This is an optimization exercise on Yosys and OpenROAD, whose aim is small area, a short achievable clock period and few clock cycles, not a production implementation. The RTL was checked by simulation tests, not by an equivalence proof against the original design. Power figures rest on the tool's default switching activity, not on a simulated workload.

Design psg_voice, start of the top module:
module psg_voice #(
    parameter NFRAMES = 16              
) (
    input  wire         clk,
    input  wire         rst,
    input  wire         cmd_valid,
    output wire         cmd_ready,
    input  wire [3:0]   cmd_op,
    input  wire [1:0]   cmd_ch,
    input  wire [7:0]   cmd_velocity,
    input  wire [31:0]  cmd_duration,
    input  wire [31:0]  cmd_adsr,       
    input  wire [7:0]   cmd_vol,
    input  wire [7:0]   cmd_pan,
    input  wire [47:0]  cmd_inc,
    input  wire [127:0] cmd_arg,
    output reg          rsp_valid,
    output reg  [1:0]   rsp_status,
    output reg          rsp_tick,
    output reg          smp_valid,
    input  wire         smp_ready,
    output reg          smp_last,
    output reg  signed [17:0] smp_left,
    output reg  signed [17:0] smp_right
);
Size in the first run: roughly 8700 cells after synthesis, roughly 960 flip-flops, ~320 I/O pins, roughly 75000 um2 of cells after synthesis.
==> flow/config.mk <==
export PLATFORM = sky130hd
export DESIGN_NAME = psg_voice
export DESIGN_NICKNAME = psg_voice
export VERILOG_FILES = /design/flow/design.v
export SDC_FILE = /design/flow/constraint.sdc
export NUM_CORES = 4
export LEC_CHECK = 0
export CAP_MARGIN = 20
export CORE_MARGIN = 2
export CORE_UTILIZATION = 40
export SLEW_MARGIN = 20
==> flow/constraint.sdc <==
create_clock -name core_clock -period 18.0 [get_ports {clk}]
set_input_delay 3.6000 -clock core_clock [delete_from_list [all_inputs] [get_ports {clk}]]
set_output_delay 3.6000 -clock core_clock [all_outputs]
set_load 0.01 [all_outputs]
standard.sh (not shown) runs the stock make flow with config.mk's settings and CLKGATE_MAP_FILE= SYNTH_SCRIPT=/design/flow/synth_recipe.tcl, a recipe that flattens the netlist after the stock synthesis.
==> flow/flow/run.sh <==
#!/bin/bash
# Layout: the standard ORFS flow on the design's SDC, in three make calls.
#  - Synthesis is the standard one (synth_recipe.tcl: -nofsm -noshare, flatten, rename)
#    except that adders are left to ABC instead of being mapped to full/half-adder
#    cells (ADDER_MAP_FILE empty); the registers are the same.
#  - The timing repair after clock-tree synthesis is asked to leave more setup slack
#    than the design's period needs; placement and routing repairs keep their defaults.
# Every tool's log stays under orfs/logs; each make call's output goes to its own log.
set -euo pipefail
bash standard.sh ADDER_MAP_FILE= place > make_place.log 2>&1
bash standard.sh ADDER_MAP_FILE= SETUP_SLACK_MARGIN=12 cts > make_cts.log 2>&1
bash standard.sh ADDER_MAP_FILE= finish > make_finish.log 2>&1
The first run produced a clean layout.
Testbench counts at the start, summed over its fixed seeds: cycles 56,605.
Edit:
==> flow/flow/run.sh (replaced) <==
#!/bin/bash
# Layout: the standard ORFS flow on the design's SDC, in three make calls.
#  - Synthesis is the standard one (synth_recipe.tcl: -nofsm -noshare, flatten, rename)
#    except that adders are left to ABC instead of being mapped to full/half-adder
#    cells (ADDER_MAP_FILE empty); the registers are the same.
#  - The timing repairs after clock-tree synthesis and after global routing are asked
#    to leave more setup slack than the design's period needs (more after CTS, where
#    the parasitics are still estimated from placement).
# Every tool's log stays under orfs/logs; each make call's output goes to its own log.
set -euo pipefail
bash standard.sh ADDER_MAP_FILE= place > make_place.log 2>&1
bash standard.sh ADDER_MAP_FILE= SETUP_SLACK_MARGIN=12.6 cts > make_cts.log 2>&1
bash standard.sh ADDER_MAP_FILE= SETUP_SLACK_MARGIN=12 finish > make_finish.log 2>&1
--- a/flow/config.mk
+++ b/flow/config.mk
@@ -8,4 +8,4 @@
 export CAP_MARGIN = 20
 export CORE_MARGIN = 2
-export CORE_UTILIZATION = 40
+export CORE_UTILIZATION = 55
 export SLEW_MARGIN = 20
Synthesized area stays the same.
Cell count shrinks by 4.6%.
Setup slack improved by 0.32 ns.
Via count is higher by 4.4%.
Sequential power stays flat.
Maximum frequency is higher by 5.5%.
Edit:
==> flow/flow/run.sh (replaced) <==
#!/bin/bash
# Layout: the standard ORFS flow on the design's SDC, in three make calls.
#  - Synthesis is the standard one (synth_recipe.tcl: -nofsm -noshare, flatten, rename)
#    except that adders are left to ABC instead of being mapped to full/half-adder
#    cells (ADDER_MAP_FILE empty); the registers are the same.
#  - Every input and output port still gets its own buffer, a plain buf_1 instead of
#    the delay buffer buffer_ports picks by default.
#  - The timing repairs after clock-tree synthesis and after global routing are asked
#    to leave more setup slack than the design's period needs (more after CTS, where
#    the parasitics are still estimated from placement).
# Every tool's log stays under orfs/logs; each make call's output goes to its own log.
set -euo pipefail
PORTS='BUFFER_PORTS_ARGS=-buffer_cell sky130_fd_sc_hd__buf_1'
bash standard.sh ADDER_MAP_FILE= "$PORTS" place > make_place.log 2>&1
bash standard.sh ADDER_MAP_FILE= "$PORTS" SETUP_SLACK_MARGIN=12.6 cts > make_cts.log 2>&1
bash standard.sh ADDER_MAP_FILE= "$PORTS" SETUP_SLACK_MARGIN=12 finish > make_finish.log 2>&1
--- a/flow/config.mk
+++ b/flow/config.mk
@@ -8,4 +8,5 @@
 export CAP_MARGIN = 20
 export CORE_MARGIN = 2
-export CORE_UTILIZATION = 55
+export CORE_UTILIZATION = 40
+export CTS_BUF_LIST = sky130_fd_sc_hd__clkbuf_4 sky130_fd_sc_hd__clkbuf_8
 export SLEW_MARGIN = 20
Outcome:
- The new run passed the timing, DRC and antenna checks
- die area increases by 37%
- critical path depth fell by 2
- total power drops by 4.5%
- sequential share of layout area rose by 1.1 points
- first-iteration DRC count is lower by 26%
- register-to-register slack improves by 0.07 ns
- routed wire length is lower by 2.8%
Edit:
--- a/flow/flow/run.sh
+++ b/flow/flow/run.sh
@@ -4,5 +4,5 @@
 #    except that adders are left to ABC instead of being mapped to full/half-adder
 #    cells (ADDER_MAP_FILE empty); the registers are the same.
-#  - Every input and output port still gets its own buffer, a plain buf_1 instead of
+#  - Every input and output port still gets its own buffer, a plain buf_2 instead of
 #    the delay buffer buffer_ports picks by default.
 #  - The timing repairs after clock-tree synthesis and after global routing are asked
@@ -11,5 +11,5 @@
 # Every tool's log stays under orfs/logs; each make call's output goes to its own log.
 set -euo pipefail
-PORTS='BUFFER_PORTS_ARGS=-buffer_cell sky130_fd_sc_hd__buf_1'
+PORTS='BUFFER_PORTS_ARGS=-buffer_cell sky130_fd_sc_hd__buf_2'
 bash standard.sh ADDER_MAP_FILE= "$PORTS" place > make_place.log 2>&1
 bash standard.sh ADDER_MAP_FILE= "$PORTS" SETUP_SLACK_MARGIN=12.6 cts > make_cts.log 2>&1
--- a/flow/config.mk
+++ b/flow/config.mk
@@ -9,4 +9,4 @@
 export CORE_MARGIN = 2
 export CORE_UTILIZATION = 40
-export CTS_BUF_LIST = sky130_fd_sc_hd__clkbuf_4 sky130_fd_sc_hd__clkbuf_8
+export CTS_BUF_LIST = sky130_fd_sc_hd__clkbuf_8
 export SLEW_MARGIN = 20
Result:
- power rose slightly
- synthesized area stays the same
- maximum frequency rose slightly
- register-to-register slack barely changes
- final area hardly moves
- global-route usage fell by 0.25 points
- combinational power stays flat
- worst hold slack improves by 0.0065 ns

afterwards: timing with drivers on the ports:
No port has a modelled driver above. Below, the same layouts with a new extraction and two added sets of constraints. Step 1: set_driving_cell puts a clkbuf_16 on clk and a buf_2 on each other input, an assumption about the parent block. Step 2 moves the port delays by t, midway between the first and last clock arrival at a register: inputs arrive t later, outputs are due t later. That takes back most of the time a late clock gives input paths. a / b / c = no drivers / after step 1 / after step 2; a / b = the first two.
run	shift t [ns]	setup slack, ns	worst setup path after step 2	clock arrival spread, ns	slew at the worst register clock pin (ns)
the first run	0.830	11.724 / 11.724 / 11.019	input to register	0.056 / 0.057	0.07 / 0.07
the second run	0.815	12.049 / 12.084 / 11.269	input to register	0.055 / 0.056	0.07 / 0.07
the third run	0.990	12.259 / 12.274 / 11.283	input to register	0.065 / 0.065	0.09 / 0.09
the fourth run	0.986	12.301 / 12.303 / 11.323	input to register	0.081 / 0.081	0.08 / 0.08
After both steps every run listed still meets setup and hold. For the fourth run, which loses most, drivers alone change the setup slack by +0.002 ns; drivers and shift together by -0.978 ns.
